This is an optimization exercise on Yosys and OpenROAD, whose aim is small area, a short achievable clock period and few clock cycles per item, not a production implementation.
Only simulation tests tie the RTL to the original design; equivalence was not proved.

===== flow/config.mk =====
export PLATFORM = sky130hd
export DESIGN_NAME = ber_estimate
export DESIGN_NICKNAME = ber_estimate
export VERILOG_FILES = /design/flow/design.v
export SDC_FILE = /design/flow/constraint.sdc
export NUM_CORES = 4
export LEC_CHECK = 0
export ABC_AREA = 1
export CAP_MARGIN = 20
export CORE_MARGIN = 2
export CORE_UTILIZATION = 55
export SETUP_SLACK_MARGIN = 5
export SLEW_MARGIN = 20

===== flow/constraint.sdc =====
create_clock -name core_clock -period 10.0 [get_ports {clk}]
set_input_delay 2.0000 -clock core_clock [delete_from_list [all_inputs] [get_ports {clk}]]
set_output_delay 2.0000 -clock core_clock [all_outputs]
set_load 0.01 [all_outputs]

===== flow/design.v =====
module ber_estimate (
    input             clk,
    input             rst,
    input             in_valid,
    output            in_ready,
    input      [63:0] err_cnt,
    input      [63:0] bit_cnt,
    output reg        out_valid,
    output reg        invalid,
    output     [63:0] ber
);
    localparam integer K  = 3;                     
    localparam integer M  = (55 + K - 1) / K;      
    localparam integer N  = M * K;                 
    localparam integer W  = 68;                    
    localparam [1:0] S_IDLE = 2'd0,    
                     S_L2   = 2'd1,    
                     S_IT   = 2'd2,    
                     S_R    = 2'd3;    
    reg [1:0]  state;
    reg        rdy;                  
    reg        seen;                 
    reg [5:0]  lzb, lze;             
    reg        bz, ez;               
    reg        inv_i, zero_i;        
    reg [63:0] dv;                   
    reg [W-1:0] ws, wc;              
    reg [63:0] q;                    
    reg [N-1:0] qm;                  
    reg [10:0] ex;                   
    reg [5:0]  cnt;
    reg [1:0]  q1r;                  
    assign in_ready = rdy;
    assign ber      = q;
    function [5:0] lzc64(input [63:0] v);
        reg [31:0] z1; reg [31:0] c1;            
        reg [15:0] z2; reg [31:0] c2;            
        reg [7:0]  z3; reg [23:0] c3;            
        reg [3:0]  z4; reg [15:0] c4;            
        reg [1:0]  z5; reg [9:0]  c5;            
        integer g;
        begin
            for (g = 0; g < 32; g = g + 1) begin
                z1[g] = ~v[2*g+1] & ~v[2*g];
                c1[g] = ~v[2*g+1];
            end
            for (g = 0; g < 16; g = g + 1) begin
                z2[g] = z1[2*g+1] & z1[2*g];
                c2[2*g +: 2] = z1[2*g+1] ? {1'b1, c1[2*g]} : {1'b0, c1[2*g+1]};
            end
            for (g = 0; g < 8; g = g + 1) begin
                z3[g] = z2[2*g+1] & z2[2*g];
                c3[3*g +: 3] = z2[2*g+1] ? {1'b1, c2[4*g +: 2]} : {1'b0, c2[4*g+2 +: 2]};
            end
            for (g = 0; g < 4; g = g + 1) begin
                z4[g] = z3[2*g+1] & z3[2*g];
                c4[4*g +: 4] = z3[2*g+1] ? {1'b1, c3[6*g +: 3]} : {1'b0, c3[6*g+3 +: 3]};
            end
            for (g = 0; g < 2; g = g + 1) begin
                z5[g] = z4[2*g+1] & z4[2*g];
                c5[5*g +: 5] = z4[2*g+1] ? {1'b1, c4[8*g +: 4]} : {1'b0, c4[8*g+4 +: 4]};
            end
            lzc64 = z5[1] ? {1'b1, c5[4:0]} : {1'b0, c5[9:5]};
        end
    endfunction
    wire        last   = (state == S_IT) & (cnt == 6'd0);
    wire        ld_b   = (state == S_IDLE) | last;
    wire        ld_e   = (state == S_L2) | ((state == S_R) & rdy);
    wire [63:0] sh_in  = ld_b ? bit_cnt : err_cnt;
    wire [5:0]  sh_amt = ld_b ? lzb : lze;
    wire [63:0] sh_out = sh_in << sh_amt;
    wire [W-1:0] bb = {3'b000, dv, 1'b0};
    function [2*W-1:0] step(input [W-1:0] s, input [W-1:0] c, input p, input n);
        reg [W-1:0] s2, c2, m, mj;
        begin
            s2 = {s[W-2:0], 1'b0};
            c2 = {c[W-2:0], 1'b0};
            m  = p ? ~bb : n ? bb : {W{1'b0}};
            mj   = (s2 & c2) | (s2 & m) | (c2 & m);
            step = {s2 ^ c2 ^ m, mj[W-2:0], p};
        end
    endfunction
    function [1:0] sel(input [W-1:0] s, input [W-1:0] c);
        reg [4:0] e;
        begin
            e   = s[W-2:W-6] + c[W-2:W-6];
            sel = {~e[4] & (e[3:0] != 4'h0), e[4] & (e[3:0] != 4'hF)};
        end
    endfunction
    reg  [W-1:0] as_, ac_, ss, sc;
    reg  [2*W-1:0] cp, c0, cn;
    reg  [1:0]   qd [0:K+1];
    reg  [1:0]   ep, e0, en;
    reg  [N-1:0] qq, qqm;
    integer j;
    always @* begin
        as_   = ws;
        ac_   = wc;
        ss    = ws;
        sc    = wc;
        qd[0] = 2'b00;
        qd[1] = q1r;
        for (j = 1; j <= K; j = j + 1) begin
            {as_, ac_} = step(as_, ac_, qd[j][1], qd[j][0]);
            begin
                cp = step(ss, sc, 1'b1, 1'b0);
                c0 = step(ss, sc, 1'b0, 1'b0);
                cn = step(ss, sc, 1'b0, 1'b1);
                ep = sel(cp[2*W-1:W], cp[W-1:0]);
                e0 = sel(c0[2*W-1:W], c0[W-1:0]);
                en = sel(cn[2*W-1:W], cn[W-1:0]);
                {ss, sc}  = qd[j][1] ? cp : qd[j][0] ? cn : c0;
                qd[j+1]   = qd[j][1] ? ep : qd[j][0] ? en : e0;
            end
        end
        qq  = q[N-1:0];
        qqm = qm;
        for (j = 1; j <= K; j = j + 1) begin
            if (qd[j][1])      begin qqm = {qq[N-2:0], 1'b0};  qq = {qq[N-2:0], 1'b1};  end
            else if (qd[j][0]) begin qq  = {qqm[N-2:0], 1'b1}; qqm = {qqm[N-2:0], 1'b0}; end
            else               begin qqm = {qqm[N-2:0], 1'b1}; qq = {qq[N-2:0], 1'b0};  end
        end
    end
    wire [W-1:0] s = as_;
    wire [W-1:0] c = ac_;
    wire [W-1:0] wcy  = {1'b0, ws[W-2:0]} + {1'b0, wc[W-2:0]};
    wire         wneg = ws[W-1] ^ wc[W-1] ^ wcy[W-1];
    wire [W-1:0] wp   = ws ^ wc;
    wire [W-1:0] wk   = {ws[W-2:0] | wc[W-2:0], 1'b0};
    wire         wnz  = (wp != wk);      
    wire         neg   = wneg;
    wire         nz    = wnz;
    wire [N-1:0] qf    = neg ? qm : q[N-1:0];
    wire         lead  = qf[N-1];
    wire [51:0]  mant  = lead ? qf[N-2:N-53] : qf[N-3:N-54];
    wire         guard = lead ? qf[N-54] : qf[N-55];
    wire         stk   = nz | (lead ? (qf[N-55:0] != 0) : (N > 55 ? (qf[N-56 >= 0 ? N-56 : 0:0] != 0) : 1'b0));
    wire         inc   = guard & (stk | mant[0]);
    wire [10:0]  exf   = lead ? ex : ex - 11'd1;
    wire [62:0]  rounded = {exf, mant} + {62'd0, inc};
    always @(posedge clk) begin
        lzb <= lzc64(bit_cnt);
        lze <= lzc64(err_cnt);
        bz  <= (bit_cnt == 64'd0);
        ez  <= (err_cnt == 64'd0);
        ws  <= s;
        wc  <= c;
        if (state == S_IT) begin
            q  <= {q[63:N], qq};
            qm <= qqm;
        end
        cnt <= cnt - 6'd1;
        q1r <= qd[K+1];
        if (rst) begin
            state     <= S_IDLE;
            rdy       <= 1'b0;
            seen      <= 1'b0;
            out_valid <= 1'b0;
        end else begin
            seen      <= in_valid & ~rdy;
            out_valid <= 1'b0;
            rdy       <= 1'b0;
            if (ld_b && seen)
                dv <= sh_out;
            case (state)
                S_IDLE: if (seen) begin
                    state <= S_L2;
                    rdy   <= 1'b1;
                end
                S_L2: state <= S_IT;
                S_IT: if (last) begin
                    state <= S_R;
                    rdy   <= seen;
                end
                default: state <= rdy ? S_IT : S_IDLE;      
            endcase
            if (ld_e) begin
                ws     <= {4'b0000, sh_out};
                wc     <= {W{1'b0}};
                cnt    <= M - 1;
                q1r    <= 2'b10;             
                inv_i  <= bz;
                zero_i <= ez;
                ex     <= 11'd1023 + {5'd0, lzb} - {5'd0, lze};
            end
            if (state == S_R) begin
                out_valid <= 1'b1;
                invalid   <= inv_i;
                q         <= zero_i ? 64'd0 : {1'b0, rounded};
            end
        end
    end
endmodule

===== flow/run.sh =====
#!/bin/bash
# synth_recipe.tcl (not shown) runs the flow's synth.tcl, then flattens the netlist and writes it again
# the make line also repeats each setting of config.mk as NAME=value (left out here)
make -C /OpenROAD-flow-scripts/flow DESIGN_CONFIG=/design/flow/config.mk WORK_HOME=/design/flow/orfs CLKGATE_MAP_FILE= SYNTH_SCRIPT=/design/flow/synth_recipe.tcl finish

==> results.cfg, run 1 <==
[worst_setup_path]
crit_required_ns = 10.51
r2r_setup_slack_ns = 4.82
crit_path_max_fanout = 5
r2r_start = dv[62]
critPathMostFrequentCell = sky130_fd_sc_hd__inv_1
worst_setup_path_end_kind = flip-flop
cpMaxStageDelayCell = sky130_fd_sc_hd__fa_2
path_class = reg2reg
cp_data_arrival_time_ns = 5.69
cpPeakStageDelay_ns = 0.50
worst_r2r_path_depth = 28
worstReg2RegEnd = q1r[0]
cp-start-kind = flip-flop

[min_path]
worstHoldEndpoint = zero_i
holdCritPathClass = reg2reg
whs_path_depth = 0
startpoint_of_the_most_critical_hold_path = ez

[logic_synthesis]
synth_flop_cell = sky130_fd_sc_hd__dfxtp_1
yosys_register_bits = 360
synth_cell_types = 69
synth_enable_flop_cells = 141
yosysSeqAreaShare = 0.220
ys_warn_count = 2
async_reset_ff_frac = 0
mappedNetlistNets = 6630
synth.avg_cell_area_um2 = 6.45
syn-cell-area_um2 = 39100
post_synth_inst_count = 6070

[cells_and_area]
layout_commonest_cell = sky130_fd_sc_hd__nand2_1
nets = 6717
final_cell_area_um2 = 45200
n_fill_cell = 6438
utilization = 0.643
layout.cells.most_common_list = sky130_fd_sc_hd__nand2_1 (1931), sky130_fd_sc_hd__o21ai_0 (895), sky130_fd_sc_hd__inv_1 (780)
flow.area_growth_from_synthesis_pct = 15.4
layout-drive-gt1-share = 0.0747

[detailed_routing]
routed_via_density = 5.82
drcViolationCount = 0
drt_iter0_markers = 4865
wirelength_um = 153000
wire_per_inst_um = 21.5
route.vias.total = 41572
ant_nets = 0
drt_pass1_iterations = 6

[global_routing]
groute.usage.overall = 0.399
antenna_found_initial = 4
vias_in_the_first_global_route = 38350
grt_total_ovfl = 0
grt_first_pass_wirelength_um = 226000
maximum_number_of_pins_on_one_net_before_global_route_repair = 211

[timing]
setup_tns_after_final_layout_ns = 0
timing.max_slew.rel_slack = 0.269
timing.fmax_mhz = 193
finalSetupViolations = 0
fin_worst_skew_ns = 0.0404
unrepaired_setup_endpoints_after_global_routing = yes
maxSlewViolCount = 0
timing_worst_slew_pin_value_ns = 1.10
layout_worst_path_cycle_share = 0.518
finalCriticalPeriod_ns = 5.18
finalHoldViolations = 0

[placement]
placement.cell_area_um2 = 41400
gpl.final_weighted_congestion = 1.04
detailedPlacementHpwl_um = 108000
portBuffers = 196

[floorplanning]
fp-row-count = 97
core-area_um2 = 70300
initial_core_util = 0.557
die_height_um = 271
design.portCount = 198
dieArea_um2 = 73300
floorplan.die.width_um = 271

[flow_run]
drv_cap = 0

[clocking]
cts_tree = yes
h-tree-depth = 2
cts-root-to-sink-buffers = 3
clkSlewWorstSetupHoldPaths_ns = 0.06
clk_latency_ns = 0.64
cts_root_buffer = sky130_fd_sc_hd__clkbuf_16
clock_sink_count = 360
numCtsBuffers = 47

[outcome]
outcome = finished clean
## layout make-up
cell class	instances	area [um^2]	area share
antenna	1	2.50	0.0000554
multi-input combinational	4603	27200	0.601
timing repair buffer	318	3400	0.0754
tap	940	1180	0.0260
sequential	360	8640	0.191
timing repair inverter	6	57.6	0.00127
inverter	821	3160	0.0700
clock buffer	63	1290	0.0285
clock inverter	25	287	0.00634
## worst max-delay path by stage
stage | slack (ns) | cells after the start | to | startpoint
global placement | 3.08 | 29 | q1r[0] | dv[61]
global route | 4.57 | 28 | q1r[0] | dv[62]
floorplan | 5.00 | 28 | q1r[1] | dv[61]
detailed placement | 2.92 | 26 | q1r[0] | dv[62]
finish | 4.82 | 28 | q1r[0] | dv[62]
CTS | 4.96 | 28 | q1r[0] | dv[61]
## sequential cells by signal, indices dropped and copies added (netlist names)
register,cells
bz,1
cnt,6
dv,64
ex,11
ez,1
inv_i,1
invalid,1
lzb,6
lze,6
out_valid,1
q,63
q1r,2
qm,57
rdy,1
seen,1
state,2
wc,67
ws,68
zero_i,1
## routing by layer
| layer | vias up | track usage | share of wire |
|---|---|---|---|
| met5 | - | 0 | 0.00022 |
| met1 | 19367 | 0.525 | 0.39 |
| met4 | 6 | 0.184 | 0.052 |
| met2 | 2201 | 0.640 | 0.46 |
| met3 | 401 | 0.0708 | 0.11 |
| li1 | 19597 | - | - |
## cells by family (layout without fill, tap and decap cells)
kind of cell               Yosys count  after routing  synth area share
other                                1              2         0.0000958
adders and majority gates          429            429             0.181
and+or+nand+nor                   2735           2748             0.281
buffers and inverters             1120           1233             0.113
AOI/OAI and AO/OA                 1337           1337             0.183
xor gates and xnor gates            64             64            0.0143
DFF                                360            360             0.220
muxes                               24             24           0.00614
## cell usage after synthesis, types with 9 or more instances
| library cell | count | share of area |
|---|---|---|
| sky130_fd_sc_hd__buf_1 | 33 | 0.0032 |
| sky130_fd_sc_hd__o21ai_0 | 952 | 0.12 |
| sky130_fd_sc_hd__a21oi_1 | 178 | 0.023 |
| sky130_fd_sc_hd__inv_1 | 804 | 0.077 |
| sky130_fd_sc_hd__nor3_1 | 44 | 0.0056 |
| sky130_fd_sc_hd__xor2_1 | 29 | 0.0065 |
| sky130_fd_sc_hd__edfxtp_1 | 141 | 0.11 |
| sky130_fd_sc_hd__dfxtp_1 | 219 | 0.11 |
| sky130_fd_sc_hd__ha_1 | 198 | 0.063 |
| sky130_fd_sc_hd__nand2_1 | 1947 | 0.19 |
| sky130_fd_sc_hd__buf_4 | 16 | 0.0031 |
| sky130_fd_sc_hd__o211ai_1 | 38 | 0.0073 |
| sky130_fd_sc_hd__fa_1 | 231 | 0.12 |
| sky130_fd_sc_hd__nand3_1 | 186 | 0.024 |
| sky130_fd_sc_hd__inv_2 | 14 | 0.0013 |
| sky130_fd_sc_hd__or2_2 | 9 | 0.0014 |
| sky130_fd_sc_hd__nor4_1 | 23 | 0.0037 |
| sky130_fd_sc_hd__nor2_2 | 25 | 0.0040 |
| sky130_fd_sc_hd__a31oi_1 | 11 | 0.0018 |
| sky130_fd_sc_hd__o221ai_1 | 9 | 0.0020 |
| sky130_fd_sc_hd__o21ai_1 | 43 | 0.0055 |
| sky130_fd_sc_hd__nand2_2 | 21 | 0.0034 |
| sky130_fd_sc_hd__a221oi_1 | 11 | 0.0025 |
| sky130_fd_sc_hd__o22ai_1 | 11 | 0.0018 |
| sky130_fd_sc_hd__buf_6 | 13 | 0.0037 |
| sky130_fd_sc_hd__o21a_1 | 15 | 0.0029 |
| sky130_fd_sc_hd__xnor2_1 | 35 | 0.0078 |
| sky130_fd_sc_hd__nor2_1 | 414 | 0.040 |
| sky130_fd_sc_hd__buf_2 | 52 | 0.0067 |
| sky130_fd_sc_hd__nand4_1 | 28 | 0.0045 |
| sky130_fd_sc_hd__mux2i_1 | 24 | 0.0061 |
| sky130_fd_sc_hd__clkbuf_1 | 184 | 0.018 |
## metrics by stage
step | instances | hold WS (ns) | worst slack (ns)
after floorplan | 6070 | 0.386 | 5.00
after detailed placement | 6944 | 0.390 | 2.92
final | 7137 | 0.403 | 4.82
after global placement | 6944 | 0.389 | 3.08
after global routing | 7137 | 0.415 | 4.57
after CTS | 7091 | 0.405 | 4.96
## worst max-delay path: cells and delay by family (launching register included)
kind,cells,cell delay (ns)
buffers and inverters,10,1.03
xor gates and xnor gates,1,0.18
and+or+nand+nor,8,0.66
DFF,1,0.40
AOI/OAI and AO/OA,4,0.87
adders and majority gates,5,1.93
## timing repair
item | 4_1_cts | 5_1_grt
gates resized for setup | 126 | 167
cloned | 17 | 13
pin swaps | 21 | 40
hold buffers | 0 | 0
setup buffers | 42 | 32
setup endpoints to repair | 312 | 245
Testbench counts, summed over its fixed seeds: cycles 48,032, items 2,400.
==> run 2, diff against run 1 <==
--- a/flow/design.v
+++ b/flow/design.v
@@ -10,8 +10,8 @@
     output     [63:0] ber
 );
     localparam integer K  = 3;                     
-    localparam integer M  = (55 + K - 1) / K;      
-    localparam integer N  = M * K;                 
+    localparam integer M  = (54 + K - 1) / K;      
+    localparam integer N  = M * K + 1;             
     localparam integer W  = 68;                    
     localparam [1:0] S_IDLE = 2'd0,    
                      S_L2   = 2'd1,    
@@ -30,6 +30,7 @@
     reg [10:0] ex;                   
     reg [5:0]  cnt;
     reg [1:0]  q1r;                  
+    reg        first;                
     assign in_ready = rdy;
     assign ber      = q;
     function [5:0] lzc64(input [63:0] v);
@@ -113,8 +114,8 @@
                 qd[j+1]   = qd[j][1] ? ep : qd[j][0] ? en : e0;
             end
         end
-        qq  = q[N-1:0];
-        qqm = qm;
+        qq  = {q[N-1:1], q[0] | first};
+        qqm = {qm[N-1:1], qm[0] & ~first};
         for (j = 1; j <= K; j = j + 1) begin
             if (qd[j][1])      begin qqm = {qq[N-2:0], 1'b0};  qq = {qq[N-2:0], 1'b1};  end
             else if (qd[j][0]) begin qq  = {qqm[N-2:0], 1'b1}; qqm = {qqm[N-2:0], 1'b0}; end
@@ -123,6 +124,8 @@
     end
     wire [W-1:0] s = as_;
     wire [W-1:0] c = ac_;
+    wire [4:0] e1   = {2'b00, sh_out[63:61]} - {2'b00, dv[63:61]} - 5'd1;
+    wire [1:0] sel1 = {~e1[4] & (e1[3:0] != 4'h0), e1[4] & (e1[3:0] != 4'hF)};
     wire [W-1:0] wcy  = {1'b0, ws[W-2:0]} + {1'b0, wc[W-2:0]};
     wire         wneg = ws[W-1] ^ wc[W-1] ^ wcy[W-1];
     wire [W-1:0] wp   = ws ^ wc;
@@ -151,6 +154,7 @@
         end
         cnt <= cnt - 6'd1;
         q1r <= qd[K+1];
+        first <= 1'b0;
         if (rst) begin
             state     <= S_IDLE;
             rdy       <= 1'b0;
@@ -175,10 +179,11 @@
                 default: state <= rdy ? S_IT : S_IDLE;      
             endcase
             if (ld_e) begin
-                ws     <= {4'b0000, sh_out};
-                wc     <= {W{1'b0}};
+                ws     <= {3'b000, sh_out, 1'b1};
+                wc     <= ~bb;
                 cnt    <= M - 1;
-                q1r    <= 2'b10;             
+                first  <= 1'b1;
+                q1r    <= sel1;
                 inv_i  <= bz;
                 zero_i <= ez;
                 ex     <= 11'd1023 + {5'd0, lzb} - {5'd0, lze};
==> results.cfg, run 2 <==
[detailed_routing]
ant_nets = 0
highest-signal-layer = met5
route.vias.total = 42612
drt_iter0_markers = 5062
drt_pass1_iterations = 8
wire_per_inst_um = 22.0
routed_via_density = 5.88
wirelength_um = 159000
wire_length_on_met1_um = 60200
met2WireLength_um = 72600
drcViolationCount = 0
route.met3.wl_um = 17300

[clocking]
cts_tree = yes
clk_latency_ns = 0.64
ctsHoldBuffers = 0
h-tree-depth = 2
cts_root_buffer = sky130_fd_sc_hd__clkbuf_16
clock_sink_count = 359
clkSlewWorstSetupHoldPaths_ns = 0.06
numCtsBuffers = 47
cts-root-to-sink-buffers = 3

[logic_synthesis]
yosys-mux-area-fraction = 0.0224
synth_top_cell_by_area = sky130_fd_sc_hd__nand2_1
synth_top_family_by_area = simple AND/OR/NAND/NOR gates
synth.avg_cell_area_um2 = 6.55
post_synth_and_or_nand_nor_area_fraction = 0.274
synth_commonest_cells = sky130_fd_sc_hd__nand2_1 (1730), sky130_fd_sc_hd__inv_1 (855), sky130_fd_sc_hd__o21ai_0 (841)
synth_cell_types = 68
synth_top_area_share = 0.163
ys_warn_count = 2
synth_flop_cell = sky130_fd_sc_hd__dfxtp_1
mappedNetlistNets = 6638
synth-adder-area-share = 0.179
synth-compound-area-share = 0.170
async_reset_ff_frac = 0
yosys-top-cells-area = sky130_fd_sc_hd__nand2_1 (16%), sky130_fd_sc_hd__fa_1 (12%), sky130_fd_sc_hd__dfxtp_1 (11%)
synth_enable_flop_cells = 141
post_synth_inst_count = 6076
yosysSeqAreaShare = 0.216
yosys_register_bits = 359
synthXorXnorAreaFrac = 0.0224
post-synth-top-count-cell = sky130_fd_sc_hd__nand2_1
syn-cell-area_um2 = 39800

[cells_and_area]
utilization = 0.678
regMostFlops = ws
flow.area_growth_from_synthesis_pct = 21.9
largest_register_ffs = 68
layout_commonest_cell = sky130_fd_sc_hd__nand2_1
nets = 6820
largest_registers = ws (68), wc (67), dv (64)
final_cell_area_um2 = 48500
layout.cells.most_common_list = sky130_fd_sc_hd__nand2_1 (1633), sky130_fd_sc_hd__inv_1 (827), sky130_fd_sc_hd__o21ai_0 (640)
layout-drive-gt1-share = 0.139

[floorplanning]
die_height_um = 273
fp-row-count = 98
initial_core_util = 0.556
floorplan.die.width_um = 273
dieArea_um2 = 74500
design.portCount = 198
core-area_um2 = 71600

[worst_setup_path]
worstReg2RegEnd = q1r[1]
worst_r2r_path_depth = 30
cp_data_arrival_time_ns = 6.13
cpMaxStageDelayCell = sky130_fd_sc_hd__fa_2
crit_buf_inv = 11
crit_family = adder cells
endpoint = q1r[1]
critPathMostFrequentCell = sky130_fd_sc_hd__inv_2
cpPeakStageDelay_ns = 0.57
crit_path_max_fanout = 6
r2r_start = dv[61]
cp-start-kind = flip-flop
crit_required_ns = 10.53
crit_path_start = dv[61]
r2r_setup_slack_ns = 4.40
critical_path_cell_count = 30
path_class = reg2reg
worst_setup_path_end_kind = flip-flop

[placement]
placement.cell_area_um2 = 42100
gpl.final_weighted_congestion = 1.03
portBuffers = 196
detailedPlacementHpwl_um = 101000

[timing]
finalHoldViolations = 0
layout_worst_path_cycle_share = 0.560
setup_tns_after_final_layout_ns = 0
finalSetupViolations = 0
fin_worst_skew_ns = 0.0547
timing.max_slew.rel_slack = 0.263
unrepaired_setup_endpoints_after_global_routing = yes
finalCriticalPeriod_ns = 5.60
maxSlewViolCount = 0
timing_worst_slew_pin_value_ns = 1.10
timing.fmax_mhz = 179

[global_routing]
grt_first_pass_wirelength_um = 229000
vias_in_the_first_global_route = 39063
antenna_found_initial = 5
groute.usage.overall = 0.399
grt_total_ovfl = 0
maximum_number_of_pins_on_one_net_before_global_route_repair = 127

[outcome]
outcome = finished clean

[min_path]
holdCritPathClass = reg2reg

[flow_run]
drv_cap = 0
run 2: area by class of cell:
type,instances,area (um^2)
clock inverter,20,253
timing repair buffer,400,4700
multi-input combinational,4569,29000
inverter,876,3400
tap,950,1190
antenna,1,2.50
timing repair inverter,5,91.3
fill,6229,23100
sequential,359,8610
clock buffer,68,1330
run 2: through the flow:
stage | hold slack, ns | std cells | setup WS, ns
detailed placement | 0.382 | 6964 | 2.87
floorplan | 0.366 | 6076 | 4.81
finish | 0.395 | 7248 | 4.40
CTS | 0.396 | 7162 | 4.70
global placement | 0.375 | 6964 | 2.96
global route | 0.413 | 7247 | 4.29
run 2: cells by family (layout without fill, tap and decap cells):
logic type / count (synthesis) / count (layout)
buffers and inverters: 1170 / 1369
AND/OR/NAND/NOR: 2645 / 2667
adder cells (fa/ha/maj): 431 / 431
multiplexers: 87 / 87
XOR/XNOR: 102 / 102
flip-flops: 359 / 359
other: 1 / 2
AO/OA/AOI/OAI: 1281 / 1281
run 2: how the worst min path moves through the flow:
stage	start	cells past startpoint	slack [ns]	endpoint
2_1_floorplan	cnt[0]	1	0.37	cnt[0]
3_3_place_gp	cnt[0]	1	0.38	cnt[0]
3_5_place_dp	cnt[0]	1	0.38	cnt[0]
4_1_cts	cnt[0]	1	0.40	cnt[0]
5_1_grt	bz	0	0.41	inv_i
6_report	cnt[0]	1	0.39	cnt[0]
run 2: per-layer routing:
| metal | vias to the layer above | GRT usage |
|---|---|---|
| met4 | 2 | 0.161 |
| met5 | - | 0 |
| met1 | 19812 | 0.522 |
| li1 | 19850 | - |
| met2 | 2349 | 0.658 |
| met3 | 599 | 0.0661 |
run 2: what timing repair did:
action                                  4_1_cts  5_1_grt
resized for setup                           190      661
cloned                                       32       27
setup buffers                                78       57
pin swaps                                    57       84
endpoints found under the setup margin      317      242
Testbench counts of run 2, summed over its fixed seeds: cycles 45,632, items 2,400.
==> run 3, diff against run 2 <==
--- a/flow/design.v
+++ b/flow/design.v
@@ -29,7 +29,8 @@
     reg [N-1:0] qm;                  
     reg [10:0] ex;                   
     reg [5:0]  cnt;
-    reg [1:0]  q1r;                  
+    reg [1:0]  qkr;                  
+    reg [1:0]  ckp, ck0, ckn;        
     reg        first;                
     assign in_ready = rdy;
     assign ber      = q;
@@ -100,7 +101,7 @@
         ss    = ws;
         sc    = wc;
         qd[0] = 2'b00;
-        qd[1] = q1r;
+        qd[1] = qkr[1] ? ckp : qkr[0] ? ckn : ck0;
         for (j = 1; j <= K; j = j + 1) begin
             {as_, ac_} = step(as_, ac_, qd[j][1], qd[j][0]);
             begin
@@ -148,12 +149,13 @@
         ez  <= (err_cnt == 64'd0);
         ws  <= s;
         wc  <= c;
-        if (state == S_IT) begin
-            q  <= {q[63:N], qq};
-            qm <= qqm;
-        end
+        q   <= {q[63:N], qq};
+        qm  <= qqm;
         cnt <= cnt - 6'd1;
-        q1r <= qd[K+1];
+        qkr <= qd[K];
+        ckp <= ep;
+        ck0 <= e0;
+        ckn <= en;
         first <= 1'b0;
         if (rst) begin
             state     <= S_IDLE;
@@ -183,7 +185,10 @@
                 wc     <= ~bb;
                 cnt    <= M - 1;
                 first  <= 1'b1;
-                q1r    <= sel1;
+                qkr    <= 2'b00;
+                ckp    <= sel1;
+                ck0    <= sel1;
+                ckn    <= sel1;
                 inv_i  <= bz;
                 zero_i <= ez;
                 ex     <= 11'd1023 + {5'd0, lzb} - {5'd0, lze};
==> results.cfg, run 3 <==
[outcome]
outcome = finished clean

[clocking]
cts-root-to-sink-buffers = 3
clock_sink_count = 365
cts_tree = yes
clk_latency_ns = 0.64
ctsHoldBuffers = 0
h-tree-depth = 2
numCtsBuffers = 46
cts_root_buffer = sky130_fd_sc_hd__clkbuf_16
clkSlewWorstSetupHoldPaths_ns = 0.06

[cells_and_area]
largest_registers = ws (68), wc (67), dv (64)
utilization = 0.670
final_cell_area_um2 = 47000
layout-drive-gt1-share = 0.121
regMostFlops = ws
nets = 6755
flow.area_growth_from_synthesis_pct = 20.7
layout.cells.most_common_list = sky130_fd_sc_hd__nand2_1 (1742), sky130_fd_sc_hd__inv_1 (838), sky130_fd_sc_hd__o21ai_0 (674)
largest_register_ffs = 68
layout_commonest_cell = sky130_fd_sc_hd__nand2_1
antenna_cells_inserted = 0

[worst_setup_path]
r2r_setup_slack_ns = 4.51
crit_required_ns = 10.52
worst_setup_path_end_kind = flip-flop
path_class = reg2reg
worstReg2RegEnd = ws[19]
cp_data_arrival_time_ns = 6.01
r2r_start = dv[60]
worst_r2r_path_depth = 21
crit_path_max_fanout = 8
cp-start-kind = flip-flop

[timing]
finalSetupViolations = 0
timing_worst_slew_pin_value_ns = 1.21
postLayoutSetupSlackWorst_ns = 4.51
unrepaired_setup_endpoints_after_global_routing = yes
timing.max_slew.rel_slack = 0.183
setup_tns_after_final_layout_ns = 0
timing.fmax_mhz = 182
fin_worst_skew_ns = 0.0401
maxSlewViolCount = 0
finalCriticalPeriod_ns = 5.49
finalHoldViolations = 0
holdWs_ns = 0.390
layout_worst_path_cycle_share = 0.549

[logic_synthesis]
syn-cell-area_um2 = 39000
async_reset_ff_frac = 0
yosys-top-cells-area = sky130_fd_sc_hd__nand2_1 (17%), sky130_fd_sc_hd__dfxtp_1 (14%), sky130_fd_sc_hd__fa_1 (12%)
yosys_register_bits = 365
synth_enable_flop_cells = 86
post-synth-top-count-cell = sky130_fd_sc_hd__nand2_1
synth_commonest_cells = sky130_fd_sc_hd__nand2_1 (1781), sky130_fd_sc_hd__inv_1 (865), sky130_fd_sc_hd__o21ai_0 (777)
ys_warn_count = 2
post_synth_inst_count = 6009
synth_top_area_share = 0.171
yosysSeqAreaShare = 0.210
synth_flop_cell = sky130_fd_sc_hd__dfxtp_1
mappedNetlistNets = 6572
synth_cell_types = 63
synth_top_cell_by_area = sky130_fd_sc_hd__nand2_1
synth.avg_cell_area_um2 = 6.49

[placement]
portBuffers = 196
placement.cell_area_um2 = 41300
gpl.final_weighted_congestion = 1.05
detailedPlacementHpwl_um = 99600
pre_cts_slack_ns = 2.50

[min_path]
holdCritPathClass = reg2reg
startpoint_of_the_most_critical_hold_path = cnt[0]
worstHoldEndpoint = cnt[0]
whs_path_depth = 1

[detailed_routing]
routed_via_density = 5.74
drcViolationCount = 0
wirelength_um = 151000
route.vias.total = 41128
drt_pass1_iterations = 6
wire_per_inst_um = 21.0
drt_iter0_markers = 4616
ant_nets = 0

[floorplanning]
fp-row-count = 97
floorplan.die.width_um = 270
core-area_um2 = 70100
design.portCount = 198
dieArea_um2 = 73000
initial_core_util = 0.556
die_height_um = 270

[global_routing]
maximum_number_of_pins_on_one_net_before_global_route_repair = 128
vias_in_the_first_global_route = 37086
grt_total_ovfl = 0
antenna_found_initial = 1
grt_first_pass_wirelength_um = 213000
groute.usage.overall = 0.371

[flow_run]
drv_cap = 0
run 3: kinds of logic (layout without fill, tap and decap cells):
| group | Yosys count | in the layout | share of synthesized area |
|---|---|---|---|
| AO/OA/AOI/OAI | 1183 | 1183 | 0.162 |
| XOR/XNOR | 103 | 103 | 0.0231 |
| adder cells (fa/ha/maj) | 433 | 433 | 0.184 |
| buffers and inverters | 1170 | 1378 | 0.119 |
| flip-flops | 365 | 365 | 0.210 |
| multiplexers | 71 | 71 | 0.0188 |
| other | 1 | 1 | 0.0000962 |
| AND/OR/NAND/NOR | 2683 | 2696 | 0.283 |
run 3: through the flow:
stage	std cells
final	7170
after global routing	7170
after CTS	7067
after detailed placement	6906
after global placement	6906
after floorplan	6009
run 3: per-layer routing:
metal	part of all wire	vias up	track usage	wire length (um)
li1	-	19444	-	-
met1	0.39	19103	0.483	59000
met2	0.46	2107	0.610	69000
met3	0.095	472	0.0583	14300
met4	0.056	2	0.164	8370
met5	0.000060	-	0	9
run 3: repair_timing:
action | in CTS | in global routing
gates cloned | 14 | 34
setup endpoints to repair | 277 | 258
resized for setup | 195 | 429
pin swaps | 48 | 96
buffers inserted | 61 | 69
run 3: worst max-delay path by stage:
stage	start	end	slack [ns]	depth (start not counted)
after floorplan	dv[61]	ckn[0]	4.95	28
after global placement	qkr[0]	ws[24]	2.66	26
after detailed placement	qkr[0]	ber[4]	2.50	26
after CTS	dv[63]	ckn[0]	4.95	25
after global routing	qkr[1]	ws[19]	4.44	24
final	dv[60]	ws[19]	4.51	21
run 3: layout make-up:
type / instances / area, um^2
Clock buffer: 63 / 1280
Timing Repair inverter: 4 / 58.8
Inverter: 890 / 3440
Sequential cell: 365 / 8180
Fill cell: 6339 / 23100
Timing Repair Buffer: 398 / 4400
Multi-Input combinational cell: 4487 / 28200
Tap cell: 940 / 1180
Clock inverter: 23 / 282
run 3: worst max-delay path: stages, from the launching register on:
cell and delay (ns):
sky130_fd_sc_hd__edfxtp_1 0.52, sky130_fd_sc_hd__inv_4 0.09, sky130_fd_sc_hd__fa_2 0.62, sky130_fd_sc_hd__nor2_4 0.06, sky130_fd_sc_hd__a221oi_4 0.22, sky130_fd_sc_hd__inv_2 0.08
sky130_fd_sc_hd__fa_1 0.54, sky130_fd_sc_hd__ha_2 0.24, sky130_fd_sc_hd__fa_2 0.38, sky130_fd_sc_hd__a21oi_2 0.17, sky130_fd_sc_hd__nor2_1 0.10, sky130_fd_sc_hd__nor2_1 0.23
sky130_fd_sc_hd__xor2_1 0.21, sky130_fd_sc_hd__xor2_1 0.22, sky130_fd_sc_hd__o21ai_1 0.12, sky130_fd_sc_hd__nand2_2 0.13, sky130_fd_sc_hd__nand3_4 0.17, sky130_fd_sc_hd__buf_12 0.22
sky130_fd_sc_hd__clkbuf_16 0.20, sky130_fd_sc_hd__o21ai_4 0.16, sky130_fd_sc_hd__fa_2 0.45, sky130_fd_sc_hd__mux2_4 0.26
Testbench counts of run 3, summed over its fixed seeds: cycles 45,632, items 2,400.
==> run 4, diff against run 3 <==
--- a/flow/config.mk
+++ b/flow/config.mk
@@ -9,5 +9,6 @@
 export CAP_MARGIN = 20
 export CORE_MARGIN = 2
 export CORE_UTILIZATION = 55
+export PLACE_DENSITY = 0.8
 export SETUP_SLACK_MARGIN = 5
 export SLEW_MARGIN = 20
==> results.cfg, run 4 <==
[logic_synthesis]
synth_top_area_share = 0.171
synth_enable_flop_cells = 86
async_reset_ff_frac = 0
yosysSeqAreaShare = 0.210
syn-cell-area_um2 = 39000
ys_warn_count = 2
synth.avg_cell_area_um2 = 6.49
mappedNetlistNets = 6572
synth_commonest_cells = sky130_fd_sc_hd__nand2_1 (1781), sky130_fd_sc_hd__inv_1 (865), sky130_fd_sc_hd__o21ai_0 (777)
synth_cell_types = 63
yosys_register_bits = 365
post-synth-top-count-cell = sky130_fd_sc_hd__nand2_1
post_synth_inst_count = 6009
synth_flop_cell = sky130_fd_sc_hd__dfxtp_1
synth_top_cell_by_area = sky130_fd_sc_hd__nand2_1
yosys-top-cells-area = sky130_fd_sc_hd__nand2_1 (17%), sky130_fd_sc_hd__dfxtp_1 (14%), sky130_fd_sc_hd__fa_1 (12%)

[timing]
timing.max_slew.rel_slack = 0.195
finalHoldViolations = 0
timing_worst_slew_pin_value_ns = 1.19
layout_worst_path_cycle_share = 0.545
setup_tns_after_final_layout_ns = 0
unrepaired_setup_endpoints_after_global_routing = yes
timing.fmax_mhz = 183
finalSetupViolations = 0
fin_worst_skew_ns = 0.0415
maxSlewViolCount = 0
finalCriticalPeriod_ns = 5.45

[clocking]
cts_root_buffer = sky130_fd_sc_hd__clkbuf_16
h-tree-depth = 2
clk_latency_ns = 0.63
cts_tree = yes
clock_sink_count = 365
numCtsBuffers = 45
cts-root-to-sink-buffers = 3
clkSlewWorstSetupHoldPaths_ns = 0.06

[min_path]
holdCritPathClass = reg2reg

[detailed_routing]
drt_pass1_iterations = 12
drt_iter0_markers = 5269
wirelength_um = 152000
wire_per_inst_um = 21.2
routed_via_density = 5.93
ant_nets = 0
drcViolationCount = 0
route.vias.total = 42474

[worst_setup_path]
worstPathCellList = clkinvlp_4, fa_2, buf_6, fa_2, inv_1, nor3_1, a21o_1, a2bb2oi_4, nand2_4, inv_8, nor2_4, inv_4, nor2_4, nor3_4, buf_4, fa_1, ha_2, inv_1, fa_2, xnor2_2, buf_4, o31ai_2, o21ai_1
cpMaxStageDelayCell = sky130_fd_sc_hd__fa_2
critPathMostFrequentCell = sky130_fd_sc_hd__fa_2
cp_data_arrival_time_ns = 5.93
cp-start-kind = flip-flop
worst_setup_path_end_kind = flip-flop
crit_path_max_fanout = 7
path_class = reg2reg
crit_required_ns = 10.47
cpPeakStageDelay_ns = 0.58

[cells_and_area]
layout.cells.most_common_list = sky130_fd_sc_hd__nand2_1 (1760), sky130_fd_sc_hd__inv_1 (835), sky130_fd_sc_hd__o21ai_0 (702)
nets = 6750
layout_commonest_cell = sky130_fd_sc_hd__nand2_1
largest_registers = ws (68), wc (67), dv (64)
largest_register_ffs = 68
flow.area_growth_from_synthesis_pct = 19.0
regMostFlops = ws
layout-drive-gt1-share = 0.111

[global_routing]
gr-usage-met2 = 0.604
grt_total_ovfl = 0
grt_use_met1 = 0.477
gr-max-usage-layer = met2
antenna_found_initial = 4
maximum_number_of_pins_on_one_net_before_global_route_repair = 100
grt_first_pass_wirelength_um = 216000
grt_use_met3 = 0.0800
vias_in_the_first_global_route = 38202
groute.usage.overall = 0.374

[placement]
portBuffers = 196
gpl.final_weighted_congestion = 1.07
detailedPlacementHpwl_um = 97900

[floorplanning]
core-area_um2 = 70100
dieArea_um2 = 73000
die_height_um = 270
design.portCount = 198
fp-row-count = 97
initial_core_util = 0.556
floorplan.die.width_um = 270

[outcome]
outcome = finished clean

[flow_run]
drv_cap = 0
[run 4: area by class of cell]
cell class	count	area, um^2
repair inverters	2	16.3
repair buffers	390	4120
clock inverters	32	390
multi-input cells	4493	27900
fillers	6015	23800
clock buffers	52	1180
diodes	2	5.00
inverters	890	3430
flip-flops and latches	365	8180
well taps	940	1180
[run 4: timing repair]
action,4_1_cts,5_1_grt
endpoints found under the hold margin,0,0
buffers inserted,66,71
gates cloned,19,23
pin swaps,34,61
hold buffers,0,0
endpoints found under the setup margin,268,243
resized for setup,144,330
[run 4: worst paths after layout]
path | start | to | slack [ns] | cells after the start
setup reg to reg | dv[62] | ckp[1] | 4.55 | 23
setup / recovery | dv[62] | ckp[1] | 4.55 | 23
hold / removal | cnt[0] | cnt[0] | 0.39 | 1
hold reg to reg | cnt[0] | cnt[0] | 0.39 | 1
[run 4: cells by family after synthesis]
logic type,count (synthesis),synth area share
AOI/OAI and AO/OA,1183,0.162
buffers and inverters,1170,0.119
and+or+nand+nor,2683,0.283
other,1,0.0000962
xor gates and xnor gates,103,0.0231
adders and majority gates,433,0.184
DFF,365,0.210
muxes,71,0.0188
[run 4: per-stage QoR]
step	util	instance area [um^2]	cells	worst slack [ns]	hold WS [ns]
floorplan	-	39000	6009	4.95	0.366
global placement	0.588	41200	6901	3.13	0.377
detailed placement	0.588	41200	6901	2.98	0.378
CTS	0.630	44200	7070	4.99	0.394
global route	0.661	46400	7164	4.51	0.401
finish	0.661	46400	7166	4.55	0.391
[run 4: critical path, delay by kind of cell, from the launching register on]
kind | cells | cell delay, ns
buffers and inverters | 8 | 0.90
flip-flops | 1 | 0.47
XOR/XNOR | 1 | 0.16
AO/OA/AOI/OAI | 4 | 0.82
adder cells (fa/ha/maj) | 5 | 2.15
AND/OR/NAND/NOR | 5 | 0.80
[run 4: routing by layer]
metal  vias to the layer above  routed length [um]
met3                       720               18300
met2                      2850               67000
li1                      19451                   -
met4                         4               11000
met5                         -                  23
met1                     19449               55500

port drivers added, routing unchanged:
How much do the figures lean on ideal ports? The routed layouts below were timed once more, with nothing changed but the port constraints.
Step 1 assumes that a clkbuf_16 drives the clock port and a buf_2 every other input.
Step 2 adds t to the input delays and takes it off the output delays; t is the mean of the earliest and latest rising clock arrival at the registers after step 1. Input paths then give back, and output paths get back, about the clock's delay inside the block.
Slacks: no drivers / after step 1 / after step 2; pairs: no drivers / after step 1.
run	shift t [ns]	slack for setup (ns)	worst data-port slew with drivers (ns)
run 1	0.684	4.821 / 4.821 / 4.609	0.08
run 2	0.679	4.402 / 4.402 / 4.294	0.07
run 3	0.688	4.506 / 4.506 / 4.506	0.11
run 4	0.681	4.545 / 4.545 / 4.317	0.05
After both steps setup and hold are still met in every run listed. For run 4, which loses most, drivers alone change the setup slack by 0.000 ns; drivers and shift together by -0.228 ns.
